What follows belongs to an exercise in optimizing a design on an open flow for small area; a production flow would make more cautious choices. Where RTL was checked, it was by simulation tests only, not by an equivalence proof against the original. Only the layout flow was run in run 1; the RTL was not checked for function there. Power and IR drop assume default switching activity. No driver is modelled on the clock port, so clocking that relies on it looks cheaper here than on a real chip.

File: flow/design.v
module avr_boot_engine (
    input  wire        clk,
    input  wire        rst,           
    output wire        link_load,     
    output reg  [7:0]  link_tx,
    output wire        link_poll,     
    input  wire        link_done,
    input  wire        link_wcol,
    input  wire [7:0]  link_rx,
    output wire        nvm_poll,      
    input  wire        nvm_busy,
    output wire        nvm_op,        
    output reg  [1:0]  nvm_cmd,       
    output reg  [16:0] nvm_addr,
    output reg  [7:0]  nvm_lo,
    output reg  [7:0]  nvm_hi,
    output wire        pm_re,
    output reg  [16:0] pm_addr,
    input  wire [7:0]  pm_data,
    output wire        aux_re,
    output wire        aux_we,
    output reg  [15:0] aux_addr,
    output reg  [7:0]  aux_wdata,
    input  wire [7:0]  aux_rdata,
    output wire        escape,
    output reg  [2:0]  esc_cause,
    output wire        irq_inhibit
);
    localparam [7:0]   AUX_MARKER  = 8'h01;
    localparam [2:0] CAUSE_LEAVE = 3'd0, CAUSE_TIMEOUT = 3'd1, CAUSE_COLLISION = 3'd2,
                     CAUSE_DESYNC = 3'd3, CAUSE_OVERSIZE = 3'd4;
    localparam [3:0] S_LOAD  = 4'd0,    
                     S_POLL  = 4'd1,    
                     S_PWR   = 4'd2,    
                     S_FDONE = 4'd3,    
                     S_CHECK = 4'd4,    
                     S_AUXW  = 4'd5,    
                     S_NWAIT = 4'd6,    
                     S_NOP   = 4'd7,    
                     S_S2    = 4'd8,    
                     S_RDS   = 4'd9,    
                     S_RDC   = 4'd10,   
                     S_ESC   = 4'd11;   
    localparam [2:0] K_CMD = 3'd0, K_ACK = 3'd1, K_SIG = 3'd2, K_PAY = 3'd3, K_OUT = 3'd4;
    localparam [2:0] O_OTHER = 3'd0, O_PING = 3'd1, O_LEAVE = 3'd2, O_SETADDR = 3'd3,
                     O_SIG = 3'd4, O_WRITE = 3'd5, O_READ = 3'd6;
    localparam [2:0] P_ERASE = 3'd0, P_STAGE = 3'd1, P_COMMIT = 3'd2,
                     P_RWW = 3'd3, P_DONE = 3'd4;
    reg [3:0]  state;
    reg [2:0]  kind;
    reg [2:0]  op;
    reg [1:0]  bi;           
    reg [2:0]  pstep;
    reg [15:0] addr_r;       
    reg        hibank;
    reg        auxsel;
    reg [3:0]  errcnt;
    reg [9:0]  pollcnt;
    reg [15:0] p;            
    reg [15:0] r;            
    reg        l8;           
    reg [7:0]  llo;          
    reg        big;          
    reg        bad;          
    reg [7:0]  rx;           
    reg        rv;           
    reg [7:0]    ph;
    reg [2047:0] ring;
    wire [15:0] a0    = {addr_r[14:0], 1'b0};
    wire [15:0] p_inc = p + 16'd1;
    wire [15:0] r_dec = r - 16'd1;
    wire        r_nz  = (r != 16'd0);
    wire [7:0] slot  = (kind == K_OUT) ? {6'd0, bi} : p[7:0];
    wire       match = (ph == slot);
    wire [7:0] mem_rd = auxsel ? aux_rdata : pm_data;
    wire rd_issue = r_nz && ((state == S_RDS) || ((state == S_RDC) && match && (bi != 2'd3)));
    assign link_load   = (state == S_LOAD) && ((kind != K_OUT) || match);
    assign link_poll   = (state == S_POLL);
    assign nvm_poll    = (state == S_NWAIT);
    assign nvm_op      = (state == S_NOP) && ((pstep != P_STAGE) || match);
    assign pm_re       = rd_issue && !auxsel;
    assign aux_re      = rd_issue && auxsel;
    assign aux_we      = (state == S_AUXW) && r_nz && match;
    assign irq_inhibit = (state == S_NWAIT) || (state == S_NOP);
    assign escape      = (state == S_ESC);
    reg       ring_we;
    reg [7:0] ring_wd;
    always @(*) begin
        ring_we = match && ((state == S_PWR) || (state == S_RDC));
        ring_wd = (state == S_PWR) ? rx : (rv ? mem_rd : 8'h00);
    end
    wire [7:0] ring_in = ring_we ? ring_wd : ring[7:0];
    always @(*) begin
        case (kind)
            K_OUT: link_tx = ring[7:0];
            K_ACK: case (bi)
                       2'd0: link_tx = 8'hA0;
                       2'd1: link_tx = 8'h00;
                       2'd2: link_tx = 8'hA2;
                       default: link_tx = 8'hA3;
                   endcase
            K_SIG: case (bi)
                       2'd0: link_tx = 8'h5A;
                       2'd1: link_tx = 8'h5B;
                       2'd2: link_tx = 8'h5C;
                       default: link_tx = 8'h00;
                   endcase
            default: link_tx = 8'h00;
        endcase
        nvm_cmd   = pstep[1:0];
        nvm_addr  = {hibank, p};
        nvm_lo    = ring[7:0];
        nvm_hi    = ring[15:8];
        pm_addr   = {hibank, p};
        aux_addr  = p;
        aux_wdata = ring[7:0];
    end
    reg [2:0] op_dec;
    always @(*) begin
        case (link_rx)
            8'h30:   op_dec = O_PING;
            8'h51:   op_dec = O_LEAVE;
            8'h55:   op_dec = O_SETADDR;
            8'h75:   op_dec = O_SIG;
            8'h64:   op_dec = O_WRITE;
            8'h74:   op_dec = O_READ;
            default: op_dec = O_OTHER;
        endcase
    end
    always @(posedge clk) begin
        ph   <= ph + 8'd1;
        ring <= {ring_in, ring[2047:8]};
    end
    always @(posedge clk) begin
        if (rst) begin
            state  <= S_LOAD;
            kind   <= K_CMD;
            bi     <= 2'd0;
            addr_r <= 16'h0000;
            errcnt <= 4'd0;
        end else begin
            case (state)
                S_LOAD: begin
                    pollcnt <= 10'd0;
                    if (link_load)
                        state <= S_POLL;
                end
                S_POLL: begin
                    if (link_wcol)
                        errcnt <= errcnt + 4'd1;
                    if (link_wcol && errcnt == 4'd7) begin
                        esc_cause <= CAUSE_COLLISION;
                        state     <= S_ESC;
                    end else if (link_done) begin
                        if (kind == K_CMD) begin
                            case (bi)
                                2'd0: op <= op_dec;
                                2'd1: begin
                                    if (op == O_SETADDR) addr_r[7:0] <= link_rx;
                                    r[15:8] <= link_rx;
                                    l8      <= link_rx[0];
                                    big     <= (link_rx[7:1] != 7'd0);
                                end
                                2'd2: begin
                                    if (op == O_SETADDR) addr_r[15:8] <= link_rx;
                                    r[7:0] <= link_rx;
                                    llo    <= link_rx;
                                    if (l8 && link_rx != 8'd0) big <= 1'b1;
                                end
                                default: auxsel <= (link_rx == AUX_MARKER);
                            endcase
                        end
                        rx <= link_rx;
                        if (kind == K_PAY) begin
                            state <= S_PWR;
                        end else begin
                            bi    <= bi + 2'd1;
                            state <= (bi == 2'd3) ? S_FDONE : S_LOAD;
                        end
                    end else if (pollcnt == 10'd1000) begin
                        esc_cause <= CAUSE_TIMEOUT;
                        state     <= S_ESC;
                    end else begin
                        pollcnt <= pollcnt + 10'd1;
                    end
                end
                S_PWR: begin
                    if (match) begin
                        if (r_nz) begin
                            r <= r_dec;
                            p <= p_inc;
                        end else if (rx != 8'd0) begin
                            bad <= 1'b1;
                        end
                        bi    <= bi + 2'd1;
                        state <= (bi == 2'd3) ? S_FDONE : S_LOAD;
                    end
                end
                S_FDONE: begin
                    state <= S_LOAD;
                    case (kind)
                        K_CMD: begin
                            case (op)
                                O_PING, O_LEAVE, O_SETADDR: kind <= K_ACK;
                                O_SIG:  kind <= K_SIG;
                                O_WRITE: begin
                                    p      <= a0;
                                    hibank <= addr_r[15];
                                    bad    <= 1'b0;
                                    kind   <= K_PAY;
                                    if (!r_nz) state <= S_CHECK;
                                end
                                O_READ: begin
                                    p      <= a0;
                                    hibank <= addr_r[15];
                                    state  <= S_RDS;
                                end
                                default: kind <= K_CMD;
                            endcase
                        end
                        K_ACK: begin
                            kind <= K_CMD;
                            if (op == O_LEAVE) begin
                                esc_cause <= CAUSE_LEAVE;
                                state     <= S_ESC;
                            end
                        end
                        K_PAY: begin
                            if (!r_nz) state <= S_CHECK;
                        end
                        K_OUT: state <= S_RDS;
                        default: kind <= K_CMD;
                    endcase
                end
                S_CHECK: begin
                    r     <= {7'd0, l8, llo};
                    p     <= a0;
                    pstep <= P_ERASE;
                    if (bad) begin
                        esc_cause <= CAUSE_DESYNC;
                        state     <= S_ESC;
                    end else if (big) begin
                        esc_cause <= CAUSE_OVERSIZE;
                        state     <= S_ESC;
                    end else if (auxsel) begin
                        state <= S_AUXW;
                    end else begin
                        state <= S_NWAIT;
                    end
                end
                S_AUXW: begin
                    if (!r_nz) begin
                        addr_r <= p;
                        kind   <= K_ACK;
                        state  <= S_LOAD;
                    end else if (match) begin
                        r <= r_dec;
                        p <= p_inc;
                    end
                end
                S_NWAIT: begin
                    if (!nvm_busy) begin
                        if (pstep == P_DONE) begin
                            kind  <= K_ACK;
                            state <= S_LOAD;
                        end else begin
                            state <= S_NOP;
                        end
                    end
                end
                S_NOP: begin
                    case (pstep)
                        P_ERASE: begin
                            state <= S_NWAIT;
                            if (r_nz) begin
                                pstep <= P_STAGE;
                            end else begin
                                addr_r <= p;
                                pstep  <= P_COMMIT;
                            end
                        end
                        P_STAGE: begin
                            if (match) begin
                                r     <= r_dec;
                                p     <= p_inc;
                                state <= S_S2;
                            end
                        end
                        P_COMMIT: begin
                            state <= S_NWAIT;
                            pstep <= P_RWW;
                        end
                        default: begin
                            state <= S_NWAIT;
                            pstep <= P_DONE;
                        end
                    endcase
                end
                S_S2: begin
                    state <= S_NWAIT;
                    if (r_nz && r != 16'd1) begin
                        r <= r_dec;
                        p <= p_inc;
                    end else begin
                        addr_r <= p_inc;
                        p      <= a0;
                        pstep  <= P_COMMIT;
                    end
                end
                S_RDS: begin
                    if (!r_nz) begin
                        kind  <= K_CMD;
                        state <= S_LOAD;
                    end else begin
                        r     <= r_dec;
                        p     <= p_inc;
                        rv    <= 1'b1;
                        kind  <= K_OUT;
                        state <= S_RDC;
                    end
                end
                S_RDC: begin
                    if (match) begin
                        bi <= bi + 2'd1;
                        if (bi != 2'd3) begin
                            rv <= r_nz;
                            if (r_nz) begin
                                r <= r_dec;
                                p <= p_inc;
                            end
                        end else begin
                            state <= S_LOAD;
                        end
                    end
                end
                default: state <= S_ESC;
            endcase
        end
    end
endmodule
File: flow/run.sh
#!/bin/bash
# synth_recipe.tcl (not shown) runs the flow's synth.tcl, then flattens the netlist and writes it again
# the make line also repeats each setting of config.mk as NAME=value (left out here)
make -C /OpenROAD-flow-scripts/flow DESIGN_CONFIG=/design/flow/config.mk WORK_HOME=/design/flow/orfs CLKGATE_MAP_FILE= SYNTH_SCRIPT=/design/flow/synth_recipe.tcl finish
File: flow/config.mk
export PLATFORM = sky130hd
export DESIGN_NAME = avr_boot_engine
export DESIGN_NICKNAME = avr_boot_engine
export VERILOG_FILES = /design/flow/design.v
export SDC_FILE = /design/flow/constraint.sdc
export NUM_CORES = 4
export LEC_CHECK = 0
export CAP_MARGIN = 20
export CORE_MARGIN = 2
export CORE_UTILIZATION = 30
export SLEW_MARGIN = 20
File: flow/constraint.sdc
create_clock -name core_clock -period 10.0 [get_ports {clk}]
set_input_delay 2.0000 -clock core_clock [delete_from_list [all_inputs] [get_ports {clk}]]
set_output_delay 2.0000 -clock core_clock [all_outputs]
set_load 0.01 [all_outputs]
==> results of run 1 <==
## state kept, by name, indices dropped and copies added, names as in the netlist, 8 cells and up
register,cells
pollcnt,10
r,16
rx,8
llo,8
ring,2048
p,16
ph,8
addr_r,16
## kinds of logic (layout without fill, tap and decap cells)
family | count (synthesis) | in the layout | synth area share [%]
and+or+nand+nor | 329 | 329 | 3.43
adders and majority gates | 12 | 12 | 0.310
muxes | 12 | 12 | 0.253
buffers and inverters | 131 | 489 | 1.54
AOI/OAI and AO/OA | 208 | 208 | 2.94
xor gates and xnor gates | 51 | 51 | 0.921
DFF | 2158 | 2158 | 90.6
## placed cells by master (no fill, tap or decap), types with 12 or more instances in the layout
master,instances
bufinv_16,12
clkinv_2,33
inv_1,19
edfxtp_1,73
dfxtp_1,2085
clkbuf_8,40
o21ai_0,56
nand3_1,29
and3_1,20
nand2_1,75
xnor2_1,30
clkbuf_16,190
a21oi_1,53
nor3_1,16
ha_1,12
clkdlybuf4s50_1,124
nor2_1,105
clkbuf_1,39
xor2_1,21
a22oi_1,12
o211ai_1,12
## Yosys cell counts, types with 3 or more instances
| cell | instances |
|---|---|
| a21o_1 | 4 |
| nand2_1 | 75 |
| buf_1 | 4 |
| nor4bb_1 | 5 |
| xnor2_1 | 30 |
| clkbuf_1 | 35 |
| dfxtp_1 | 2085 |
| a22oi_1 | 12 |
| o21ai_0 | 56 |
| or4_1 | 3 |
| nand2b_1 | 8 |
| nor2_1 | 105 |
| a211oi_1 | 10 |
| a211oi_2 | 5 |
| and4_1 | 4 |
| a2111oi_0 | 3 |
| edfxtp_1 | 73 |
| and3_1 | 20 |
| o31ai_1 | 5 |
| a21oi_1 | 53 |
| a22o_1 | 3 |
| xor2_1 | 21 |
| o211ai_1 | 12 |
| mux2i_1 | 10 |
| nand3_1 | 29 |
| buf_4 | 61 |
| a31oi_1 | 7 |
| nor3_1 | 18 |
| nand4_1 | 11 |
| buf_2 | 9 |
| inv_1 | 19 |
| nor2b_1 | 10 |
| a221oi_1 | 6 |
| ha_1 | 12 |
| a311oi_1 | 5 |
| nor4_1 | 8 |
| or3_1 | 8 |
| nor3b_1 | 4 |
## final timing paths
kind | endpoint | slack, ns | cells past startpoint
setup / recovery | aux_we | 4.07 | 5
setup reg to reg | r[15]$_DFFE_PP_ | 6.30 | 6
hold reg to reg | ring[1010]$_DFF_P_ | 0.29 | 0
hold / removal | ring[1010]$_DFF_P_ | 0.29 | 0
## stage by stage
step	power [mW]	setup WS (ns)	util, %	area (um^2)
after floorplan	9.73	5.97	-	48500
after global placement	10.0	4.94	32.3	51800
after detailed placement	10.0	4.91	32.3	51800
after CTS	17.3	4.01	36.2	58200
after global routing	17.7	3.78	36.2	58200
final	17.0	4.07	36.2	58200
## power by group through the flow
stage	registers [mW]	logic, mW	clock network (mW)
detailed placement	9.17	0.857	0
finish	8.98	0.863	7.17
CTS	8.98	0.862	7.43
floorplan	9.09	0.643	0
global placement	9.16	0.842	0
global route	9.00	0.945	7.78
## metal layers
metal	GRT usage, %	share of wire, %	vias up
li1	-	-	9811
met3	2.30	5.8	177
met2	10.9	39	483
met4	4.40	3.4	0
met1	11.7	52	9386
met5	0	0	-
## area by class of cell
type,instances,area (um^2),share of cell area [%]
Tap cell,2160,2700,4.64
Sequential cell,2158,43900,75.5
Multi-Input combinational cell,612,3830,6.59
Inverter,20,75.1,0.129
Timing Repair Buffer,130,1290,2.21
Clock buffer,269,5450,9.37
Clock inverter,70,920,1.58
==> impl_results.md, run 1 <==
- Status: complete, no violations
- Cells after Synth: just under 3000
- Antenna Nets Post-Route: 0
- CTS tree: built
- Slew @ Worst Pin: about 1.1 ns
- Gate power share: 5.1%
- Cell Int Power: about 13 mW
- Worst VDD drop: about 0.00018 V
- Final max-slew violation count: 0
- Routed WL: 66.3 mm
- Synthesized Nets: a little under 3000
- Nets@finish: about 3100
- Ant diodes: 0
- Fin crit period: roughly 5.9 ns
- Max stage delay cell, worst path: dfxtp_1
- Synthesized area: between 40000 and 50000 um^2
- Share of cells above drive strength 1: 10.2%
- IO buf count: between 100 and 150
- Non-filler cells, final: 5419
- Hpwl dp: roughly 37 mm
- Vias in the first global route: between 15000 and 20000
- CTS Buffer Depth: 3
- Number of fill cells: 14992
- Initial core utilization: between 30% and 40%
- Clock power share: 42.1%
- # rows: about 150
- Hold_sp: ring[1018]$_DFF_P_
- Clock transition at path regs: around 0.070 ns
- Worst Setup End Kind: output pin
- Vias/cell: 3.66
- R2r startpoint: state[0]$_SDFFE_PP0P_
- Setup Total Neg Slack: 0 ns
- Sink Count: between 2000 and 2500
- DRC viols: 0
- Ys flop type: dfxtp_1
- Switching share of power: 21.8%
- Largest net degree at the start of global routing: 32
- Buf/Inv on CP: 1
- CP Launch Point: kind[0]$_SDFFE_PP0P_
- RSZ-0062 raised after global routing: false
- Unique masters post-synth: 78
- Critical path class: flop to output pin
- Fin crit share: between 50% and 60%
- Synth top area cells: dfxtp_1, edfxtp_1, buf_4, nor2_1, nand2_1
- Slew headroom: about a quarter
- Die ar.: ~160000 um^2
- Gr ovfl total: 0
- Cell Chain, Critical Path: nor3b_4 > o21ai_0 > nand3_1 > nor4_1 > clkdlybuf4s50_1
- Largest delay share family, worst path: simple AND/OR/NAND/NOR gates
- Seq pwr share: between 50 and 60%
- Core Box Area: between 150000 and 200000 um^2
- Critical Path RT: around 8 ns
- Die Ht: slightly above 400 um
- DRT iter0 DRCs: about 1100
- Final setup fails: 0
- Async S/R FF share, synth: 0%
- First-pass GRT wire length: 108 mm
- Clock root cell: clkbuf_16
- Number of flops mapped to enable cells by yosys: 73
- Worst hold slack: 0.292 ns
- Net Switching: approximately 3.7 mW
- Die X: approximately 410 um
- Synth Warn #: 1
- Initial antenna violation count: 2
- # hold bufs at CTS: 0
- Routability congestion estimate from global placement: between 0.8 and 0.9
- Htree depth: 4
- Setup Buffers After CTS: 0
- Tot GR Track Use: approximately 8.2%
- Clock Skews: around 0.034 ns
- Max-cap check violation count: 0
- CTS resizes: 0
- Placed cell count: 5080
- # IOs: 125
- Drt pass-1 iters: 6
- Final hold vios: 0
- Routed length per placed instance: 12.2 um
- Hold Crit Class: flop to flop
- Achievable frequency: ~170 MHz
- Register area share after synthesis: about nine tenths
- Worst EP arrival: a little under 4 ns
- Clk latency of the worst-skew pair: 0.76 ns
- Vias: about 20000
- CP max stage delay: a little over 0.8 ns
- Startpoint types: flop
- Synth area leader: dfxtp_1
- CTS Buf Count: 185
- Synth Area per Inst: 16.7 um^2
- Top-area cell type share of the netlist area: 86.1%
- Area grow syn2layout: 20.0%
- Critical-path maximum fanout: 19
- Yosys reg bits: 2158
- Pwr dens: approximately 290 nW/um^2
- P_leak: about 22 nW
==> run 2: changes to the inputs <==
--- a/flow/design.v
+++ b/flow/design.v
@@ -40,6 +40,7 @@
                      S_S2    = 4'd8,    
                      S_RDS   = 4'd9,    
                      S_RDC   = 4'd10,   
+                     S_SWAP  = 4'd12,   
                      S_ESC   = 4'd11;   
     localparam [2:0] K_CMD = 3'd0, K_ACK = 3'd1, K_SIG = 3'd2, K_PAY = 3'd3, K_OUT = 3'd4;
     localparam [2:0] O_OTHER = 3'd0, O_PING = 3'd1, O_LEAVE = 3'd2, O_SETADDR = 3'd3,
@@ -54,8 +55,8 @@
     reg [15:0] addr_r;       
     reg        hibank;
     reg        auxsel;
-    reg [3:0]  errcnt;
-    reg [9:0]  pollcnt;
+    reg [2:0]  errcnt;
+    reg [9:0]  pollcnt;      
     reg [15:0] p;            
     reg [15:0] r;            
     reg        l8;           
@@ -64,14 +65,17 @@
     reg        bad;          
     reg [7:0]  rx;           
     reg        rv;           
-    reg [7:0]    ph;
+    reg [6:0]    ph;
     reg [2047:0] ring;
+    localparam [9:0] POLL0 = 10'h001, POLL1000 = 10'h3ac;
+    wire [9:0] pollcnt_nx = {pollcnt[8:0], pollcnt[9] ^ pollcnt[6]};
     wire [15:0] a0    = {addr_r[14:0], 1'b0};
     wire [15:0] p_inc = p + 16'd1;
     wire [15:0] r_dec = r - 16'd1;
     wire        r_nz  = (r != 16'd0);
-    wire [7:0] slot  = (kind == K_OUT) ? {6'd0, bi} : p[7:0];
-    wire       match = (ph == slot);
+    wire [7:0] slot  = (kind == K_OUT) ? {5'd0, bi, 1'b0} : p[7:0];
+    wire       match = (ph == slot[7:1]);
+    wire [7:0] rd_b  = slot[0] ? ring[15:8] : ring[7:0];
     wire [7:0] mem_rd = auxsel ? aux_rdata : pm_data;
     wire rd_issue = r_nz && ((state == S_RDS) || ((state == S_RDC) && match && (bi != 2'd3)));
     assign link_load   = (state == S_LOAD) && ((kind != K_OUT) || match);
@@ -89,10 +93,11 @@
         ring_we = match && ((state == S_PWR) || (state == S_RDC));
         ring_wd = (state == S_PWR) ? rx : (rv ? mem_rd : 8'h00);
     end
-    wire [7:0] ring_in = ring_we ? ring_wd : ring[7:0];
+    wire [15:0] ring_in = {(ring_we &&  slot[0]) ? ring_wd : ring[15:8],
+                           (ring_we && !slot[0]) ? ring_wd : ring[7:0]};
     always @(*) begin
         case (kind)
-            K_OUT: link_tx = ring[7:0];
+            K_OUT: link_tx = rd_b;
             K_ACK: case (bi)
                        2'd0: link_tx = 8'hA0;
                        2'd1: link_tx = 8'h00;
@@ -113,7 +118,7 @@
         nvm_hi    = ring[15:8];
         pm_addr   = {hibank, p};
         aux_addr  = p;
-        aux_wdata = ring[7:0];
+        aux_wdata = rd_b;
     end
     reg [2:0] op_dec;
     always @(*) begin
@@ -128,8 +133,8 @@
         endcase
     end
     always @(posedge clk) begin
-        ph   <= ph + 8'd1;
-        ring <= {ring_in, ring[2047:8]};
+        ph   <= ph + 7'd1;
+        ring <= {ring_in, ring[2047:16]};
     end
     always @(posedge clk) begin
         if (rst) begin
@@ -137,18 +142,18 @@
             kind   <= K_CMD;
             bi     <= 2'd0;
             addr_r <= 16'h0000;
-            errcnt <= 4'd0;
+            errcnt <= 3'd0;
         end else begin
             case (state)
                 S_LOAD: begin
-                    pollcnt <= 10'd0;
+                    pollcnt <= POLL0;
                     if (link_load)
                         state <= S_POLL;
                 end
                 S_POLL: begin
                     if (link_wcol)
-                        errcnt <= errcnt + 4'd1;
-                    if (link_wcol && errcnt == 4'd7) begin
+                        errcnt <= errcnt + 3'd1;
+                    if (link_wcol && errcnt == 3'd7) begin
                         esc_cause <= CAUSE_COLLISION;
                         state     <= S_ESC;
                     end else if (link_done) begin
@@ -177,11 +182,11 @@
                             bi    <= bi + 2'd1;
                             state <= (bi == 2'd3) ? S_FDONE : S_LOAD;
                         end
-                    end else if (pollcnt == 10'd1000) begin
+                    end else if (pollcnt == POLL1000) begin
                         esc_cause <= CAUSE_TIMEOUT;
                         state     <= S_ESC;
                     end else begin
-                        pollcnt <= pollcnt + 10'd1;
+                        pollcnt <= pollcnt_nx;
                     end
                 end
                 S_PWR: begin
@@ -297,16 +302,20 @@
                     endcase
                 end
                 S_S2: begin
-                    state <= S_NWAIT;
+                    p <= p_inc;
                     if (r_nz && r != 16'd1) begin
-                        r <= r_dec;
-                        p <= p_inc;
+                        r     <= r_dec;
+                        state <= S_NWAIT;
                     end else begin
-                        addr_r <= p_inc;
-                        p      <= a0;
-                        pstep  <= P_COMMIT;
+                        state <= S_SWAP;
                     end
                 end
+                S_SWAP: begin
+                    addr_r <= p;
+                    p      <= a0;
+                    pstep  <= P_COMMIT;
+                    state  <= S_NWAIT;
+                end
                 S_RDS: begin
                     if (!r_nz) begin
                         kind  <= K_CMD;
--- a/flow/config.mk
+++ b/flow/config.mk
@@ -8,4 +8,7 @@
 export CAP_MARGIN = 20
 export CORE_MARGIN = 2
 export CORE_UTILIZATION = 30
+export CTS_BUF_LIST = sky130_fd_sc_hd__clkbuf_16
+export CTS_CLUSTER_DIAMETER = 60
+export CTS_CLUSTER_SIZE = 30
 export SLEW_MARGIN = 20
==> impl_results.md, run 2 <==
- Area grow syn2layout: 14.2%
- Synth top area cells: dfxtp_1, edfxtp_1, buf_4, nor2_1, mux2_2
- Sink Count: 2156 (-0.093%)
- DRT iter0 DRCs: 1214 (+9.1%)
- Yosys reg bits: 2156 (-0.093%)
- # hold bufs at CTS: 0 (unchanged)
- Slew @ Worst Pin: 0.967 ns (-0.147 ns)
- Critical Path RT: 8.00 ns (about the same)
- Die ar.: 164000 um^2 (-0.63%)
- IO buf count: 124 (unchanged)
- Critical path class: flop to output pin
- Setup Buffers After CTS: 0 (unchanged)
- Critical-path maximum fanout: 18 (-1)
- RSZ-0062 raised after global routing: false
- Largest net degree at the start of global routing: 36 (+13%)
- Synth top cells by count: dfxtp_1, nor2_1, edfxtp_1
- Vias: 18610 (-6.3%)
- Multiplexer share of the synthesized area: 1.23% (+0.98 points)
- Top-area cell type share of the netlist area: 86.6% (+0.47 points)
- Leading cell type in the layout, fill and taps excluded: dfxtp_1
- Worst VDD drop: 0.000167 V (-9.8%)
- Initial antenna violation count: 9 (+7)
- Routability congestion estimate from global placement: 0.777 (-5.8%)
- Synthesized Nets: 2872 (-2.4%)
- CTS tree: built
- Hpwl dp: 38.7 mm (+5.7%)
- CTS Buf Count: 99 (-46%)
- Setup Total Neg Slack: 0 ns (unchanged)
- Tot GR Track Use: 7.88% (-0.29 points)
- Max-cap check violation count: 0 (unchanged)
- Synth area leader: dfxtp_1
- First-pass GRT wire length: 101 mm (-5.7%)
- Die Ht: 405 um (-0.32%)
- Vias in the first global route: 18010 (-9.2%)
- CTS Buffer Depth: 3 (unchanged)
- DRC viols: 0 (unchanged)
- Routed WL: 64.5 mm (-2.7%)
- Most frequent cells in the layout: dfxtp_1, clkdlybuf4s50_1, nor2_1
- Unique masters post-synth: 72 (-7.7%)
- Worst hold slack: 0.296 ns (+0.00459 ns)
- # IOs: 125 (unchanged)
- Synth Area per Inst: 17.0 um^2 (+1.8%)
- Post-synthesis xor/xnor area fraction: 0.691% (-0.23 points)
- Nets@finish: 3018 (-4.1%)
- Antenna Nets Post-Route: 0 (unchanged)
- Largest register FFs: 2048 (unchanged)
- Initial core utilization: 30.1% (-0.089 points)
- Synthesized area: 48200 um^2 (-0.64%)
- Status: complete, no violations
- Cells after Synth: 2831 (-2.4%)
- Top-count cell post-synth: dfxtp_1
- Clock root cell: clkbuf_16
- Clock Skews: 0.0523 ns (+0.0184 ns)
- Slew headroom: 35.4% (+10 points)
- Largest Register: ring
- Final hold vios: 0 (unchanged)
- P_leak: 21.1 nW (-6.0%)
- Synth Area in Adders: 0.312% (+0.0020 points)
- Async S/R FF share, synth: 0% (unchanged)
- Ys flop type: dfxtp_1
- Clock transition at path regs: 0.10 ns (+0.03 ns)
- Routed length per placed instance: 12.6 um (+2.8%)
- Synth Warn #: 1 (unchanged)
- Startpoint types: flop
- # rows: 147 (unchanged)
- Core Box Area: 160000 um^2 (-0.34%)
- Fin crit share: 59.2% (-0.075 points)
- Vias/cell: 3.63 (-0.98%)
- Pwr dens: 264 nW/um^2 (-9.7%)
- Achievable frequency: 169 MHz (+0.13%)
- Clk latency of the worst-skew pair: 0.73 ns (-0.03 ns)
- Number of fill cells: 15084 (+0.61%)
- Synth Area in Simple Gates: 3.16% (-0.27 points)
- Hold Crit Class: flop to flop
- Die X: 405 um (-0.32%)
- Gr ovfl total: 0 (unchanged)
- Final setup fails: 0 (unchanged)
- Final max-slew violation count: 0 (unchanged)
- CTS resizes: 0 (unchanged)
- Worst EP arrival: 3.92 ns (about the same)
- Fin crit period: 5.92 ns (-0.00749 ns)
- Main combinational cell family by area after synthesis: simple AND/OR/NAND/NOR gates
- Htree depth: 3 (-1)
- Worst Setup End Kind: output pin
- Register area share after synthesis: 91.1% (+0.50 points)
- Drt pass-1 iters: 5 (-1)
- Share of cells above drive strength 1: 7.17% (-3.0 points)
- Number of flops mapped to enable cells by yosys: 73 (unchanged)
- Compound-Gate Fraction of Synth Area: 2.15% (-0.79 points)
[run 2: where the power goes]
group | leakage, nW | switching, mW | internal (mW)
clock network | 1.66 | 2.73 | 2.06
logic | 2.00 | 0.475 | 0.347
registers | 17.4 | 0.139 | 8.77
[run 2: layout make-up]
cell class              instances  area (um^2)  area share, %
flip-flops and latches       2156        43900           79.8
multi-input cells             559         3660           6.65
well taps                    2086         2610           4.74
clock buffers                  99         2480           4.50
repair buffers                144         1390           2.53
clock inverters                66          923           1.68
inverters                      17         65.1          0.118
diodes                          2         5.00        0.00910
[run 2: routing by layer]
layer	up-vias	wire length, um	track usage, %
met3	124	3470	2.07
met5	-	13	0
met1	8862	34700	11.8
met2	297	24100	10.4
met4	2	2110	3.69
li1	9325	-	-
[run 2: final timing paths]
kind | start | end | slack (ns) | depth (start not counted)
worst min register to register | ring[121]$_DFF_P_ | ring[105]$_DFF_P_ | 0.30 | 0
worst min-delay path | ring[121]$_DFF_P_ | ring[105]$_DFF_P_ | 0.30 | 0
worst max register to register | state[0]$_SDFFE_PP0P_ | llo[3]$_DFFE_PP_ | 6.44 | 5
worst max-delay path | kind[0]$_SDFFE_PP0P_ | aux_we | 4.08 | 6
[run 2: kinds of logic (layout without fill, tap and decap cells)]
group           Yosys count  after routing
compound gates          157            157
xor+xnor                 38             38
fa+ha+maj                12             12
buf+inv                 116            326
flops                  2156           2156
mux                      56             56
other cells               0              2
simple gates            296            296
[run 2: critical path, cell delays in order (launching register included)]
cell	delay (ns)
dfxtp_1	0.51
or3b_1	0.62
a21o_1	0.25
a211oi_2	0.23
and4_1	0.57
and3_1	0.32
clkdlybuf4s50_1	0.71
[run 2: metrics by stage]
step	cell area, um^2	setup slack [ns]	utilization (%)	cells	power, mW
after detailed placement	51600	4.83	32.3	4962	9.93
final	55000	4.08	34.4	5129	14.5
after global routing	55000	3.81	34.4	5128	15.1
after global placement	51600	4.86	32.3	4962	9.93
after CTS	55000	4.02	34.4	5127	14.7
after floorplan	48200	5.49	-	2831	9.60
==> run 3: changes to the inputs <==
--- a/flow/design.v
+++ b/flow/design.v
@@ -63,7 +63,6 @@
     reg [7:0]  llo;          
     reg        big;          
     reg        bad;          
-    reg [7:0]  rx;           
     reg        rv;           
     reg [6:0]    ph;
     reg [2047:0] ring;
@@ -91,7 +90,7 @@
     reg [7:0] ring_wd;
     always @(*) begin
         ring_we = match && ((state == S_PWR) || (state == S_RDC));
-        ring_wd = (state == S_PWR) ? rx : (rv ? mem_rd : 8'h00);
+        ring_wd = (state == S_PWR) ? p[15:8] : (rv ? mem_rd : 8'h00);
     end
     wire [15:0] ring_in = {(ring_we &&  slot[0]) ? ring_wd : ring[15:8],
                            (ring_we && !slot[0]) ? ring_wd : ring[7:0]};
@@ -133,7 +132,8 @@
         endcase
     end
     always @(posedge clk) begin
-        ph   <= ph + 7'd1;
+        ph      <= ph + 7'd1;
+        pollcnt <= (state == S_LOAD) ? POLL0 : pollcnt_nx;
         ring <= {ring_in, ring[2047:16]};
     end
     always @(posedge clk) begin
@@ -146,7 +146,6 @@
         end else begin
             case (state)
                 S_LOAD: begin
-                    pollcnt <= POLL0;
                     if (link_load)
                         state <= S_POLL;
                 end
@@ -175,9 +174,9 @@
                                 default: auxsel <= (link_rx == AUX_MARKER);
                             endcase
                         end
-                        rx <= link_rx;
                         if (kind == K_PAY) begin
-                            state <= S_PWR;
+                            p[15:8] <= link_rx;
+                            state   <= S_PWR;
                         end else begin
                             bi    <= bi + 2'd1;
                             state <= (bi == 2'd3) ? S_FDONE : S_LOAD;
@@ -185,8 +184,6 @@
                     end else if (pollcnt == POLL1000) begin
                         esc_cause <= CAUSE_TIMEOUT;
                         state     <= S_ESC;
-                    end else begin
-                        pollcnt <= pollcnt_nx;
                     end
                 end
                 S_PWR: begin
@@ -194,7 +191,7 @@
                         if (r_nz) begin
                             r <= r_dec;
                             p <= p_inc;
-                        end else if (rx != 8'd0) begin
+                        end else if (p[15:8] != 8'd0) begin
                             bad <= 1'b1;
                         end
                         bi    <= bi + 2'd1;
==> flow/flow/run.sh (new file) <==
#!/bin/bash
export BUFFER_PORTS_ARGS="-buffer_cell sky130_fd_sc_hd__buf_1"
export CTS_ARGS="-sink_clustering_enable -repair_clock_nets -dont_use_dummy_load -sink_clustering_size 25 -sink_clustering_max_diameter 60 -buf_list sky130_fd_sc_hd__clkbuf_16"
bash standard.sh > standard.log 2>&1
==> flow/standard.sh (new file) <==
#!/bin/bash
# synth_recipe.tcl (not shown) runs the flow's synth.tcl, then flattens the netlist and writes it again
# the make line also repeats each setting of config.mk as NAME=value (left out here)
make -C /OpenROAD-flow-scripts/flow DESIGN_CONFIG=/design/flow/config.mk WORK_HOME=/design/flow/orfs CLKGATE_MAP_FILE= SYNTH_SCRIPT=/design/flow/synth_recipe.tcl "${@:-finish}"
--- a/flow/config.mk
+++ b/flow/config.mk
@@ -8,7 +8,4 @@
 export CAP_MARGIN = 20
 export CORE_MARGIN = 2
 export CORE_UTILIZATION = 30
-export CTS_BUF_LIST = sky130_fd_sc_hd__clkbuf_16
-export CTS_CLUSTER_DIAMETER = 60
-export CTS_CLUSTER_SIZE = 30
 export SLEW_MARGIN = 20
removed: flow/run.sh
==> impl_results.md, run 3 <==
- Synth Warn #: 1 (unchanged)
- Nets@finish: 3023 (+0.17%)
- Initial core utilization: 30.3% (+0.16 points)
- Final Util: 33.7% (-0.73 points)
- Clock Skews: 0.130 ns (+0.0774 ns)
- Critical-path maximum fanout: 15 (-3)
- Routability congestion estimate from global placement: 0.825 (+6.2%)
- Final setup fails: 0 (unchanged)
- Antenna Nets Post-Route: 0 (unchanged)
- Critical Path RT: 8.00 ns (about the same)
- Max stage delay cell, worst path: nor3b_4
- Vias: 18640 (+0.16%)
- Area grow syn2layout: 11.2%
- PnR worst setup slack: 4.27 ns (+0.192 ns)
- Largest net degree at the start of global routing: 40 (+11%)
- P_leak: 20.5 nW (-2.9%)
- Max-cap check violation count: 0 (unchanged)
- Routed length per placed instance: 13.4 um (+6.2%)
- Fin crit share: 57.3% (-1.9 points)
- R2R setup slack: 6.49 ns (+0.05 ns)
- Die Ht: 404 um (-0.18%)
- Sink Count: 2148 (-0.37%)
- Buf/Inv on CP: 1 (unchanged)
- Final hold vios: 0 (unchanged)
- RSZ-0062 raised after global routing: false
- Synth Area per Inst: 17.0 um^2 (-0.33%)
- Fin crit period: 5.73 ns (-0.192 ns)
- Most frequent cells in the layout: dfxtp_1, buf_1, clkbuf_16
- Die ar.: 163000 um^2 (-0.37%)
- Total power: 13.8 mW (-4.7%)
- Cell Chain, Critical Path: nor3b_4 > nor2_1 > o32ai_1 > nand4_4 > o22ai_1 > nor3b_1 > buf_1
- Vias/cell: 3.69 (+1.6%)
- Unique masters post-synth: 77 (+6.9%)
- CP max stage delay: 0.61 ns (-0.10 ns)
- Non-filler cells, final: 5054 (-1.5%)
- Tot GR Track Use: 8.24% (+0.36 points)
- Hpwl dp: 40.7 mm (+5.4%)
- Largest Register: ring
- CTS tree: built
- Clock transition at path regs: 0.09 ns (about the same)
- Worst hold slack: 0.205 ns (-0.0913 ns)
- Worst EP arrival: 3.73 ns (-0.19 ns)
- Number of flops mapped to enable cells by yosys: 55 (-25%)
- Worst VDD drop: 0.000145 V (-13%)
- IO buf count: 124 (unchanged)
- Gr ovfl total: 0 (unchanged)
- Synthesized Nets: 2870 (-0.070%)
- Drt pass-1 iters: 5 (unchanged)
- Cells after Synth: 2830 (-0.035%)
- Multi-input gate area: 3790 um^2 (+3.6%)
- Slew headroom: 31.3% (-4.2 points)
- Yosys reg bits: 2148 (-0.37%)
- Ys flop type: dfxtp_1
- First-pass GRT wire length: 105 mm (+4.0%)
- Synth area leader: dfxtp_1
- Clock root cell: clkbuf_16
- Routed WL: 67.5 mm (+4.7%)
- Number of fill cells: 15124 (+0.27%)
- Synth top area cells: dfxtp_1, edfxtp_1, buf_4, nor2_1, mux2_2
- # rows: 146 (-0.68%)
- Placed cell count: 4942 (-0.40%)
- Register area share after synthesis: 90.7% (-0.37 points)
- FF/Latch Area: 43600 um^2 (-0.78%)
- Top-count cell post-synth: dfxtp_1
- Reg2reg end: p[1]$_DFFE_PP_
- CP Launch Point: kind[2]$_SDFFE_PP0P_
- Status: complete, no violations
- Achievable frequency: 175 MHz (+3.4%)
- Synth top cells by count: dfxtp_1, nor2_1, nand2_1
- Pwr dens: 259 nW/um^2 (-1.7%)
- Place WS: 5.04 ns (+0.204 ns)
- Cell area after layout: 53400 um^2 (-3.0%)
- Largest register FFs: 2048 (unchanged)
- DRC viols: 0 (unchanged)
- Core Box Area: 159000 um^2 (-0.91%)
- Die X: 404 um (-0.18%)
- Slew @ Worst Pin: 1.03 ns (+0.0583 ns)
- Final max-slew violation count: 0 (unchanged)
- R2r startpoint: kind[2]$_SDFFE_PP0P_
- Hold Crit Class: flop to flop
- Async S/R FF share, synth: 0% (unchanged)
- # hold bufs at CTS: 0 (unchanged)
- Worst Setup End Kind: output pin
- Worst Setup EP: pm_re
- Dpl cell area: 50600 um^2 (-2.0%)
- Leading cell type in the layout, fill and taps excluded: dfxtp_1
- Largest delay share family, worst path: simple AND/OR/NAND/NOR gates
- Setup Buffers After CTS: 0 (unchanged)
- DRT iter0 DRCs: 908 (-25%)
- Number of cells on the critical path: 7 (+1)
- # IOs: 125 (unchanged)
- Setup Total Neg Slack: 0 ns (unchanged)
- Initial antenna violation count: 2 (-7)
- Top-area cell type share of the netlist area: 87.3% (+0.74 points)
- Startpoint types: flop
- Htree depth: 3 (unchanged)
- Share of cells above drive strength 1: 5.97% (-1.2 points)
- Critical path class: flop to output pin
- CTS resizes: 0 (unchanged)
- CTS Buffer Depth: 3 (unchanged)
- CTS Buf Count: 111 (+12%)
- Vias in the first global route: 18297 (+1.6%)
- R2R depth: 6 (+1)
- Clk latency of the worst-skew pair: 0.75 ns (+0.02 ns)
- Synthesized area: 48000 um^2 (-0.37%)
## run 3: cell types whose count changed in the layout (fill, tap and decap cells not counted), sizes merged, moves of 18 or more
cell	previous run	this run
edfxtp	73	55
clkdlybuf4s50	124	0
inv	49	12
clkinv	28	0
a21oi	51	30
buf	20	144
## run 3: cell families after synthesis
family,share of synthesized area (%)
DFF,90.7
and+or+nand+nor,3.34
muxes,1.26
buffers and inverters,1.38
adders and majority gates,0.287
xor gates and xnor gates,0.693
AOI/OAI and AO/OA,2.30
## run 3: final cells by class
| cell class | instances | area share [%] |
|---|---|---|
| multi-input combinational | 566 | 7.10 |
| clock buffer | 111 | 5.20 |
| timing repair buffer | 144 | 1.15 |
| tap | 2072 | 4.86 |
| inverter | 12 | 0.0844 |
| sequential | 2148 | 81.6 |
| antenna | 1 | 0.00469 |
## run 3: layer usage
| metal | up-vias | GRT usage [%] | wire [um] |
|---|---|---|---|
| li1 | 9276 | - | - |
| met1 | 8891 | 12.6 | 36900 |
| met2 | 334 | 10.8 | 24500 |
| met3 | 139 | 2.49 | 4060 |
| met4 | 0 | 2.86 | 2050 |
| met5 | - | 0 | 0 |
## run 3: worst min-delay path by stage
stage	slack, ns	depth (start not counted)	end	from
after floorplan	0.31	0	ring[0]$_DFF_P_	ring[16]$_DFF_P_
after global placement	0.31	0	ring[121]$_DFF_P_	ring[137]$_DFF_P_
after detailed placement	0.31	0	ring[1204]$_DFF_P_	ring[1220]$_DFF_P_
after CTS	0.20	0	ring[1365]$_DFF_P_	ring[1381]$_DFF_P_
after global routing	0.19	0	ring[1365]$_DFF_P_	ring[1381]$_DFF_P_
final	0.20	0	ring[1365]$_DFF_P_	ring[1381]$_DFF_P_
## run 3: power breakdown
part / switching (mW) / internal [mW] / leakage [nW] / total [mW]
Combinational: 0.446 / 0.222 / 1.77 / 0.668
Clock: 2.40 / 1.96 / 1.37 / 4.36
Sequential: 0.127 / 8.69 / 17.4 / 8.81
==> run 4: changes to the inputs <==
==> flow/flow/run.sh (replaced) <==
#!/bin/bash
export BUFFER_PORTS_ARGS="-buffer_cell sky130_fd_sc_hd__buf_1"
export CTS_ARGS="-sink_clustering_enable -repair_clock_nets -dont_use_dummy_load -sink_clustering_size 30 -sink_clustering_max_diameter 100 -buf_list sky130_fd_sc_hd__clkbuf_16"
bash standard.sh > standard.log 2>&1
==> impl_results.md, run 4 <==
- CTS tree: built
- Synth top cells by count: dfxtp_1, nor2_1, nand2_1
- Final setup fails: 0 (unchanged)
- Unique masters post-synth: 77 (unchanged)
- Total power: 13.3 mW (-4.0%)
- Htree depth: 3 (unchanged)
- Sink Count: 2148 (unchanged)
- Core Box Area: 159000 um^2 (unchanged)
- Clk latency of the worst-skew pair: 0.70 ns (-0.05 ns)
- Setup Buffers After CTS: 0 (unchanged)
- Achievable frequency: 176 MHz (+0.64%)
- Largest delay share family, worst path: simple AND/OR/NAND/NOR gates
- IO buf count: 124 (unchanged)
- Clock transition at path regs: 0.10 ns (about the same)
- Vias: 18430 (-1.1%)
- # rows: 146 (unchanged)
- Critical path class: flop to output pin
- RSZ-0062 raised after global routing: false
- Share of cells above drive strength 1: 5.11% (-0.86 points)
- Synth Warn #: 1 (unchanged)
- Die X: 404 um (unchanged)
- Setup Total Neg Slack: 0 ns (unchanged)
- Largest Register: ring
- First-pass GRT wire length: 104 mm (-1.3%)
- Async S/R FF share, synth: 0% (unchanged)
- Yosys reg bits: 2148 (unchanged)
- Die Ht: 404 um (unchanged)
- Die ar.: 163000 um^2 (unchanged)
- CTS Buf Count: 84 (-24%)
- Max-cap check violation count: 0 (unchanged)
- Startpoint types: flop
- Synth area leader: dfxtp_1
- Routability congestion estimate from global placement: 0.825 (unchanged)
- Pwr dens: 252 nW/um^2 (-2.8%)
- Worst Setup End Kind: output pin
- Clock root cell: clkbuf_16
- Fin crit share: 56.9% (-0.37 points)
- Largest register FFs: 2048 (unchanged)
- DRC viols: 0 (unchanged)
- Top-area cell type share of the netlist area: 87.3% (unchanged)
- Critical Path RT: 8.00 ns (about the same)
- Routed WL: 66.7 mm (-1.1%)
- Vias in the first global route: 18027 (-1.5%)
- Area grow syn2layout: 9.79%
- Register area share after synthesis: 90.7% (unchanged)
- Final Util: 33.2% (-0.42 points)
- Hold Crit Class: flop to flop
- Clock Skews: 0.0778 ns (-0.0518 ns)
- Initial core utilization: 30.3% (unchanged)
- P_leak: 20.2 nW (-1.6%)
- Drt pass-1 iters: 4 (-1)
- DRT iter0 DRCs: 968 (+6.6%)
- Fin crit period: 5.69 ns (-0.0366 ns)
- Synth top area cells: dfxtp_1, edfxtp_1, buf_4, nor2_1, mux2_2
- Antenna Nets Post-Route: 0 (unchanged)
- Vias/cell: 3.67 (-0.62%)
- Worst EP arrival: 3.69 ns (-0.04 ns)
- Number of flops mapped to enable cells by yosys: 55 (unchanged)
- Cells after Synth: 2830 (unchanged)
- Hpwl dp: 40.7 mm (unchanged)
- Leading cell type in the layout, fill and taps excluded: dfxtp_1
- Cell Chain, Critical Path: nor3b_4 > nor2_1 > o32ai_1 > nand4_4 > o22ai_1 > nor3b_1 > buf_1
- CTS resizes: 0 (unchanged)
- Most frequent cells in the layout: dfxtp_1, buf_1, clkbuf_16
- # hold bufs at CTS: 0 (unchanged)
- Tot GR Track Use: 8.13% (-0.11 points)
- Final hold vios: 0 (unchanged)
- CP max stage delay: 0.61 ns (about the same)
- Status: complete, no violations
- Final max-slew violation count: 0 (unchanged)
- Routed length per placed instance: 13.3 um (-0.63%)
- Buf/Inv on CP: 1 (unchanged)
- Slew @ Worst Pin: 1.06 ns (+0.0365 ns)
- Place WS: 5.04 ns (unchanged)
- Nets@finish: 2996 (-0.89%)
- Initial antenna violation count: 3 (+1)
- Slew headroom: 28.8% (-2.4 points)
- Cell area after layout: 52700 um^2 (-1.3%)
- Critical-path maximum fanout: 15 (unchanged)
- Top-count cell post-synth: dfxtp_1
- Dpl cell area: 50600 um^2 (unchanged)
- Max stage delay cell, worst path: nor3b_4
- Synthesized Nets: 2870 (unchanged)
- Ys flop type: dfxtp_1
- Gr ovfl total: 0 (unchanged)
- # IOs: 125 (unchanged)
- PnR worst setup slack: 4.31 ns (+0.0366 ns)
- Synthesized area: 48000 um^2 (unchanged)
- Worst VDD drop: 0.000125 V (-14%)
- Synth Area per Inst: 17.0 um^2 (unchanged)
- Largest net degree at the start of global routing: 40 (unchanged)
- CTS Buffer Depth: 3 (unchanged)
-- run 4: cell counts after synthesis --
Identical to the previous run, type by type.
-- run 4: layout make-up --
type / count / area, um^2
repair buffers: 144 / 613
multi-input cells: 566 / 3790
diodes: 2 / 5.00
inverters: 12 / 45.0
well taps: 2072 / 2590
clock buffers: 84 / 2100
fillers: 15167 / 106000
flip-flops and latches: 2148 / 43600
-- run 4: layer usage --
layer  wire, um  vias up  GRT usage, %  part of all wire, %
met5          0        -             0                    0
li1           -     9216             -                    -
met4       1760        0          2.62                  2.6
met1      37200     8856          12.6                   56
met3       3210      104          2.19                  4.8
met2      24600      254          10.7                   37
-- run 4: cell families after synthesis --
logic type	count (synthesis)	synth area share, %
compound gates	159	2.30
mux	57	1.26
fa+ha+maj	11	0.287
simple gates	301	3.34
buf+inv	116	1.38
flops	2148	90.7
xor+xnor	38	0.693
-- run 4: path summary, 6_finish.rpt --
kind,start,end,slack (ns),cells past startpoint
worst max-delay path,kind[2]$_SDFFE_PP0P_,pm_re,4.31,7
worst min-delay path,ring[1747]$_DFF_P_,ring[1731]$_DFF_P_,0.27,0
worst max register to register,kind[2]$_SDFFE_PP0P_,r[13]$_DFFE_PP_,6.48,7
worst min register to register,ring[1747]$_DFF_P_,ring[1731]$_DFF_P_,0.27,0
-- run 4: metrics by stage --
step,hold slack (ns),cells
floorplan,0.310,2830
CTS,0.253,5026
global placement,0.310,4941
detailed placement,0.312,4942
finish,0.266,5028
global route,0.265,5026
-- run 4: report_power, final --
part           internal (mW)  switching (mW)  total, mW
Combinational          0.222           0.445      0.667
Sequential              8.69           0.129       8.82
Clock                   1.51            2.29       3.81
Total                   10.4            2.86       13.3
==> run 5: changes to the inputs <==
--- a/flow/design.v
+++ b/flow/design.v
@@ -23,7 +23,7 @@
     output reg  [7:0]  aux_wdata,
     input  wire [7:0]  aux_rdata,
     output wire        escape,
-    output reg  [2:0]  esc_cause,
+    output wire [2:0]  esc_cause,
     output wire        irq_inhibit
 );
     localparam [7:0]   AUX_MARKER  = 8'h01;
@@ -43,7 +43,7 @@
                      S_SWAP  = 4'd12,   
                      S_ESC   = 4'd11;   
     localparam [2:0] K_CMD = 3'd0, K_ACK = 3'd1, K_SIG = 3'd2, K_PAY = 3'd3, K_OUT = 3'd4;
-    localparam [2:0] O_OTHER = 3'd0, O_PING = 3'd1, O_LEAVE = 3'd2, O_SETADDR = 3'd3,
+    localparam [2:0] O_OTHER = 3'd7, O_PING = 3'd1, O_LEAVE = 3'd2, O_SETADDR = 3'd3,
                      O_SIG = 3'd4, O_WRITE = 3'd5, O_READ = 3'd6;
     localparam [2:0] P_ERASE = 3'd0, P_STAGE = 3'd1, P_COMMIT = 3'd2,
                      P_RWW = 3'd3, P_DONE = 3'd4;
@@ -86,6 +86,7 @@
     assign aux_we      = (state == S_AUXW) && r_nz && match;
     assign irq_inhibit = (state == S_NWAIT) || (state == S_NOP);
     assign escape      = (state == S_ESC);
+    assign esc_cause   = op;
     reg       ring_we;
     reg [7:0] ring_wd;
     always @(*) begin
@@ -153,7 +154,7 @@
                     if (link_wcol)
                         errcnt <= errcnt + 3'd1;
                     if (link_wcol && errcnt == 3'd7) begin
-                        esc_cause <= CAUSE_COLLISION;
+                        op <= CAUSE_COLLISION;
                         state     <= S_ESC;
                     end else if (link_done) begin
                         if (kind == K_CMD) begin
@@ -182,7 +183,7 @@
                             state <= (bi == 2'd3) ? S_FDONE : S_LOAD;
                         end
                     end else if (pollcnt == POLL1000) begin
-                        esc_cause <= CAUSE_TIMEOUT;
+                        op <= CAUSE_TIMEOUT;
                         state     <= S_ESC;
                     end
                 end
@@ -223,7 +224,7 @@
                         K_ACK: begin
                             kind <= K_CMD;
                             if (op == O_LEAVE) begin
-                                esc_cause <= CAUSE_LEAVE;
+                                op <= CAUSE_LEAVE;
                                 state     <= S_ESC;
                             end
                         end
@@ -239,10 +240,10 @@
                     p     <= a0;
                     pstep <= P_ERASE;
                     if (bad) begin
-                        esc_cause <= CAUSE_DESYNC;
+                        op <= CAUSE_DESYNC;
                         state     <= S_ESC;
                     end else if (big) begin
-                        esc_cause <= CAUSE_OVERSIZE;
+                        op <= CAUSE_OVERSIZE;
                         state     <= S_ESC;
                     end else if (auxsel) begin
                         state <= S_AUXW;
--- a/flow/config.mk
+++ b/flow/config.mk
@@ -8,4 +8,5 @@
 export CAP_MARGIN = 20
 export CORE_MARGIN = 2
 export CORE_UTILIZATION = 30
+export GPL_TIMING_DRIVEN = 0
 export SLEW_MARGIN = 20
==> impl_results.md, run 5 <==
- # hold bufs at CTS: 0 (unchanged)
- Worst hold slack: 0.235 ns (-0.0309 ns)
- Number of fill cells: 15073 (-0.62%)
- CP max stage delay: 0.65 ns (+0.04 ns)
- Critical path class: flop to output pin
- Achievable frequency: 178 MHz (+1.5%)
- Share of cells above drive strength 1: 6.02% (+0.90 points)
- Cells after Synth: 2833 (+0.11%)
- Synth top cells by count: dfxtp_1, nor2_1, nand2_1
- Fin crit share: 56.1% (-0.84 points)
- Routed length per placed instance: 13.0 um (-2.1%)
- R2r startpoint: state[0]$_SDFFE_PP0P_
- Worst EP arrival: 3.61 ns (-0.08 ns)
- Unique masters post-synth: 68 (-12%)
- Switching share of power: 22.0% (+0.44 points)
- RSZ-0062 raised after global routing: false
- Buf/Inv on CP: 2 (+1)
- Synth Warn #: 1 (unchanged)
- End of the worst hold path: ring[176]$_DFF_P_
- Clock Skews: 0.116 ns (+0.0377 ns)
- Final setup fails: 0 (unchanged)
- CTS Buffer Depth: 3 (unchanged)
- Clock root cell: clkbuf_16
- Tot GR Track Use: 8.11% (-0.018 points)
- Synth area leader: dfxtp_1
- Drt pass-1 iters: 5 (+1)
- Register area share after synthesis: 90.8% (+0.10 points)
- Hold Crit Class: flop to flop
- Slew @ Worst Pin: 1.00 ns (-0.0585 ns)
- Hpwl dp: 40.5 mm (-0.46%)
- Largest register FFs: 2048 (unchanged)
- Sink Count: 2145 (-0.14%)
- Largest delay share family, worst path: simple AND/OR/NAND/NOR gates
- Max-cap check violation count: 0 (unchanged)
- Area grow syn2layout: 10.8%
- Seq pwr share: 65.6% (-0.7 points)
- Final hold vios: 0 (unchanged)
- Top-area cell type share of the netlist area: 87.6% (+0.28 points)
- Initial antenna violation count: 4 (+1)
- Routed WL: 66.5 mm (-0.38%)
- Htree depth: 3 (unchanged)
- Setup Buffers After CTS: 0 (unchanged)
- CTS resizes: 0 (unchanged)
- Die Ht: 403 um (-0.16%)
- P_leak: 20.2 nW (+0.36%)
- Largest Register: ring
- Critical-path maximum fanout: 9 (-6)
- Slew headroom: 33.1% (+4.3 points)
- Gate power share: 6.3% (+1.3 points)
- Met2 wire len: 25.2 mm (+2.7%)
- Synth top area cells: dfxtp_1, edfxtp_1, buf_4, nor2_1, mux2i_1
- Leading cell type in the layout, fill and taps excluded: dfxtp_1
- Antenna Nets Post-Route: 0 (unchanged)
- CTS tree: built
- PnR worst setup slack: 4.39 ns (+0.0842 ns)
- Routability congestion estimate from global placement: 0.809 (-1.9%)
- # rows: 146 (unchanged)
- Nets@finish: 3085 (+3.0%)
- Initial core utilization: 30.2% (-0.061 points)
- DRC viols: 0 (unchanged)
- Critical Path RT: 8.00 ns (about the same)
- Hold path depth: 0 (unchanged)
- Most frequent cells in the layout: dfxtp_1, buf_1, nor2_1
- Number of flops mapped to enable cells by yosys: 52 (-5.5%)
- Setup Total Neg Slack: 0 ns (unchanged)
- Total power: 13.4 mW (+1.1%)
- Hold_sp: ring[192]$_DFF_P_
- Clock power share: 28.0% (-0.6 points)
- Clk latency of the worst-skew pair: 0.71 ns (about the same)
- Pwr dens: 253 nW/um^2 (+0.47%)
- Ys flop type: dfxtp_1
- Place WS: 4.71 ns (-0.329 ns)
- R2R depth: 7 (unchanged)
- Die X: 403 um (-0.16%)
- Core Box Area: 158000 um^2 (-0.12%)
- # IOs: 125 (unchanged)
- Vias/cell: 3.64 (-0.67%)
- Reg2reg end: r[1]$_DFFE_PP_
- Synthesized Nets: 2874 (+0.14%)
- Vias in the first global route: 17883 (-0.80%)
- Cell Chain, Critical Path: buf_2 > nor3b_4 > nor2_1 > o32ai_1 > nand4_2 > o22a_1 > nor3b_1 > buf_1
- Vias: 18631 (+1.1%)
- DRT iter0 DRCs: 1164 (+20%)
- WL met1: 35.5 mm (-4.4%)
- Startpoint types: flop
- Async S/R FF share, synth: 0% (unchanged)
- Final max-slew violation count: 0 (unchanged)
- R2R setup slack: 6.46 ns (-0.02 ns)
- Top-count cell post-synth: dfxtp_1
- Largest net degree at the start of global routing: 31 (-23%)
- First-pass GRT wire length: 103 mm (-0.79%)
- WL met3: 3.81 mm (+19%)
- Fin crit period: 5.61 ns (-0.0842 ns)
- Worst Setup End Kind: output pin
- Die ar.: 163000 um^2 (-0.32%)
- Cell Int Power: 10.5 mW (+0.52%)
- Yosys reg bits: 2145 (-0.14%)
- CTS Buf Count: 83 (-1.2%)
- Synthesized area: 47800 um^2 (-0.32%)
- Max stage delay cell, worst path: nor3b_4
- Net Switching: 2.96 mW (+3.2%)
- Worst VDD drop: 0.000147 V (+18%)
- IO buf count: 124 (unchanged)
- Synth Area per Inst: 16.9 um^2 (-0.42%)
- Clock transition at path regs: 0.10 ns (about the same)
- Gr ovfl total: 0 (unchanged)
- Status: complete, no violations
- Highest routed layer: met4
-- run 5: cell types whose count changed in the layout (fill, tap and decap cells not counted), sizes merged, moves of 8 or more --
cell,delta
and2,-8
buf,+46
clkbuf,+37
nor3,+12
-- run 5: power by group through the flow --
stage	sequential, mW	combinational (mW)	clock (mW)
CTS	8.82	0.848	3.94
floorplan	8.96	0.546	0
finish	8.82	0.848	3.77
global route	8.83	0.927	4.25
detailed placement	9.02	0.843	0
global placement	9.02	0.843	0
-- run 5: cell type report --
cell class,count,area [um^2],area share [%]
inverter,13,48.8,0.0920
sequential,2145,43500,82.0
antenna,3,7.51,0.0142
clock buffer,83,2080,3.92
tap,2072,2590,4.89
buffer,102,592,1.12
timing repair buffer,126,478,0.901
multi-input combinational,573,3760,7.10
-- run 5: routing by layer --
| layer | vias up | GRT usage, % |
|---|---|---|
| li1 | 9382 | - |
| met1 | 8797 | 12.4 |
| met2 | 338 | 10.8 |
| met3 | 114 | 2.01 |
| met4 | 0 | 3.25 |
| met5 | - | 0 |
-- run 5: worst max-delay path by stage --
stage / startpoint / slack [ns] / cells past startpoint / to
5_1_grt: kind[2]$_SDFFE_PP0P_ / 4.15 / 7 / aux_re
4_1_cts: kind[1]$_SDFFE_PP0P_ / 4.00 / 8 / aux_re
6_report: kind[1]$_SDFFE_PP0P_ / 4.39 / 8 / aux_re
2_1_floorplan: kind[0]$_SDFFE_PP0P_ / 5.96 / 8 / aux_re
3_3_place_gp: kind[1]$_SDFFE_PP0P_ / 4.65 / 8 / aux_re
3_5_place_dp: kind[1]$_SDFFE_PP0P_ / 4.71 / 8 / aux_re
-- run 5: metrics by stage --
step                utilization (%)  area (um^2)  cells
floorplan                         -        47800   2833
global placement               32.1        50900   5029
detailed placement             32.2        50900   5031
CTS                            33.5        53000   5114
global route                   33.5        53000   5115
finish                         33.5        53000   5117
-- run 5: cells by family (layout without fill, tap and decap cells) --
| kind of cell | count (synthesis) | count (layout) | share of synthesized area (%) |
|---|---|---|---|
| buf+inv | 115 | 324 | 1.34 |
| compound gates | 159 | 159 | 2.20 |
| xor+xnor | 42 | 42 | 0.769 |
| other cells | 0 | 3 | 0 |
| flops | 2145 | 2145 | 90.8 |
| mux | 56 | 56 | 1.24 |
| fa+ha+maj | 12 | 12 | 0.314 |
| simple gates | 304 | 304 | 3.30 |
==> run 6: changes to the inputs <==
--- a/flow/config.mk
+++ b/flow/config.mk
@@ -8,5 +8,4 @@
 export CAP_MARGIN = 20
 export CORE_MARGIN = 2
 export CORE_UTILIZATION = 30
-export GPL_TIMING_DRIVEN = 0
 export SLEW_MARGIN = 20
==> impl_results.md, run 6 <==
- Status: complete, no violations
- Gr ovfl total: 0 (unchanged)
- Async S/R FF share, synth: 0% (unchanged)
- Vias: 18451 (-0.97%)
- Vias/cell: 3.67 (+0.77%)
- Antenna Nets Post-Route: 0 (unchanged)
- Sink Count: 2145 (unchanged)
- Register area share after synthesis: 90.8% (unchanged)
- Clock transition at path regs: 0.11 ns (about the same)
- Routability congestion estimate from global placement: 0.771 (-4.7%)
- Largest net degree at the start of global routing: 42 (+35%)
- Ys flop type: dfxtp_1
- Cells after Synth: 2833 (unchanged)
- Leading cell type in the layout, fill and taps excluded: dfxtp_1
- Fin crit period: 5.49 ns (-0.121 ns)
- # rows: 146 (unchanged)
- RSZ-0062 raised after global routing: false
- Synth top area cells: dfxtp_1, edfxtp_1, buf_4, nor2_1, mux2i_1
- Most frequent cells in the layout: dfxtp_1, buf_1, nor2_1
- Top-count cell post-synth: dfxtp_1
- Routed WL: 66.1 mm (-0.57%)
- Slew @ Worst Pin: 1.08 ns (+0.0735 ns)
- Critical-path maximum fanout: 16 (+7)
- DRT iter0 DRCs: 1180 (+1.4%)
- CP max stage delay: 0.58 ns (-0.07 ns)
- Drt pass-1 iters: 5 (unchanged)
- Final hold vios: 0 (unchanged)
- Final max-slew violation count: 0 (unchanged)
- Tot GR Track Use: 8.10% (-0.013 points)
- Largest Register: ring
- Hold_sp: ring[341]$_DFF_P_
- FF/Latch Area: 43500 um^2 (unchanged)
- R2r startpoint: kind[2]$_SDFFE_PP0P_
- Vias in the first global route: 17714 (-0.95%)
- Hold path depth: 0 (unchanged)
- End of the worst hold path: ring[325]$_DFF_P_
- Critical path class: flop to output pin
- Cell area after layout: 52600 um^2 (-0.86%)
- Place WS: 5.21 ns (+0.507 ns)
- Routed length per placed instance: 13.1 um (+1.2%)
- Final setup fails: 0 (unchanged)
- Worst VDD drop: 0.000160 V (+9.0%)
- # IOs: 125 (unchanged)
- Share of cells above drive strength 1: 4.71% (-1.3 points)
- Synthesized Nets: 2874 (unchanged)
- Cell Chain, Critical Path: nor3b_2 > buf_4 > nor2_1 > o32ai_1 > nand4_2 > o22a_1 > nor3b_1 > buf_1
- Critical Path RT: 8.00 ns (about the same)
- Reg2reg end: ring[2041]$_DFF_P_
- P_leak: 20.0 nW (-1.3%)
- Initial antenna violation count: 2 (-2)
- Clock root cell: clkbuf_16
- CTS tree: built
- Dpl cell area: 50400 um^2 (-0.99%)
- Clk latency of the worst-skew pair: 0.71 ns (about the same)
- Yosys reg bits: 2145 (unchanged)
- Synth area leader: dfxtp_1
- Worst EP arrival: 3.49 ns (-0.12 ns)
- Hold Crit Class: flop to flop
- Hpwl dp: 39.9 mm (-1.6%)
- Setup Buffers After CTS: 0 (unchanged)
- Die Ht: 403 um (unchanged)
- # hold bufs at CTS: 0 (unchanged)
- IO buf count: 124 (unchanged)
- Startpoint types: flop
- Synthesized area: 47800 um^2 (unchanged)
- Achievable frequency: 182 MHz (+2.2%)
- Synth top cells by count: dfxtp_1, nor2_1, nand2_1
- Setup Total Neg Slack: 0 ns (unchanged)
- Die ar.: 163000 um^2 (unchanged)
- DRC viols: 0 (unchanged)
- Worst Setup End Kind: output pin
- Core Box Area: 158000 um^2 (unchanged)
- Die X: 403 um (unchanged)
- First-pass GRT wire length: 103 mm (about the same)
- Largest register FFs: 2048 (unchanged)
- Slew headroom: 28.2% (-4.9 points)
- Synth Warn #: 1 (unchanged)
- Number of fill cells: 15046 (-0.18%)
- Initial core utilization: 30.2% (unchanged)
- Area grow syn2layout: 9.86%
- PnR worst setup slack: 4.51 ns (+0.121 ns)
- Synth Area per Inst: 16.9 um^2 (unchanged)
- Number of flops mapped to enable cells by yosys: 52 (unchanged)
- CTS Buf Count: 85 (+2.4%)
- CTS Buffer Depth: 3 (unchanged)
- R2R depth: 7 (unchanged)
- Unique masters post-synth: 68 (unchanged)
- Clock Skews: 0.108 ns (-0.00721 ns)
- Max-cap check violation count: 0 (unchanged)
- Fin crit share: 54.9% (-1.2 points)
- Pwr dens: 255 nW/um^2 (+0.70%)
- R2R setup slack: 6.53 ns (+0.07 ns)
- CTS resizes: 0 (unchanged)
- Multi-input gate area: 3760 um^2 (about the same)
- Max stage delay cell, worst path: dfxtp_1
- Top-area cell type share of the netlist area: 87.6% (unchanged)
- Nets@finish: 2996 (-2.9%)
- Htree depth: 3 (unchanged)
- CP Launch Point: kind[2]$_SDFFE_PP0P_
[run 6: changes by cell type in the layout (fill, tap and decap cells not counted), moves of 2 or more]
cell	before	now
buf_2	6	0
buf_1	130	124
clkbuf_1	38	0
o21ai_2	0	2
clkbuf_16	83	85
o21ai_0	40	38
buf_4	53	13
[run 6: how the worst max path moves through the flow]
stage,endpoint,slack (ns),depth (start not counted)
after floorplan,aux_re,5.96,8
after global placement,aux_re,5.29,8
after detailed placement,aux_re,5.21,8
after CTS,aux_re,4.42,8
after global routing,aux_re,4.23,8
final,aux_re,4.51,8
[run 6: critical path: cells and delay by family, from the launching register on]
kind	cells	cell delay (ns)
and+or+nand+nor	4	1.13
buffers and inverters	2	0.43
DFF	1	0.58
AOI/OAI and AO/OA	2	0.67
[run 6: metal layers]
metal | vias to the layer above | track usage, % | routed length, um
met1 | 8848 | 12.6 | 36400
met3 | 97 | 1.50 | 2630
met5 | - | 0 | 0
li1 | 9209 | - | -
met2 | 297 | 11.1 | 25600
met4 | 0 | 2.86 | 1500
[run 6: logic make-up after synthesis]
family                   share of synthesized area (%)
AND/OR/NAND/NOR                                   3.30
flip-flops                                        90.8
adder cells (fa/ha/maj)                          0.314
multiplexers                                      1.24
buffers and inverters                             1.34
AO/OA/AOI/OAI                                     2.20
XOR/XNOR                                         0.769
[run 6: final cells by class]
| cell class | count | area share, % |
|---|---|---|
| inverter | 13 | 0.0928 |
| tap | 2072 | 4.93 |
| timing repair buffer | 137 | 1.07 |
| sequential | 2145 | 82.7 |
| antenna | 4 | 0.0190 |
| clock buffer | 85 | 4.05 |
| multi-input combinational | 573 | 7.16 |
[run 6: metrics by stage]
stage                     hold WS [ns]  power [mW]  instances  utilization, %
final                            0.275        13.4       5029            33.2
after global routing             0.271        14.0       5026            33.2
after CTS                        0.261        13.6       5025            33.2
after detailed placement         0.312        9.79       4940            31.8
after global placement           0.310        9.80       4940            31.8
after floorplan                  0.310        9.50       2833               -
[run 6: where the power goes]
part | total, mW | switching [mW] | internal [mW]
clock network | 3.81 | 2.28 | 1.53
logic | 0.773 | 0.521 | 0.252
registers | 8.82 | 0.137 | 8.69
total | 13.4 | 2.94 | 10.5

## port drivers added, routing unchanged
How much do the figures lean on ideal ports? The routed layouts below were timed once more, with nothing changed but the port constraints.
Step 1, drivers: a clkbuf_16 drives clk and a buf_2 each remaining input, both assumed.
Step 2, shift: input delay + t, output delay - t, t = (earliest + latest rising clock arrival at the registers) / 2. This alone moves slack from input paths to output paths.
Slacks: no drivers / after step 1 / after step 2; pairs: no drivers / after step 1.
| run | shift t [ns] | setup WS [ns] | pins driven straight from the clock port |
|---|---|---|---|
| run 1 | 0.816 | 4.073 / 4.007 / 4.822 | 1 |
| run 2 | 0.791 | 4.080 / 4.001 / 4.792 | 1 |
| run 3 | 0.726 | 4.273 / 4.206 / 4.932 | 1 |
| run 4 | 0.724 | 4.309 / 4.238 / 4.961 | 1 |
| run 5 | 0.727 | 4.393 / 4.316 / 5.043 | 1 |
| run 6 | 0.724 | 4.514 / 4.441 / 5.165 | 1 |
After both steps setup and hold are still met in every run listed.
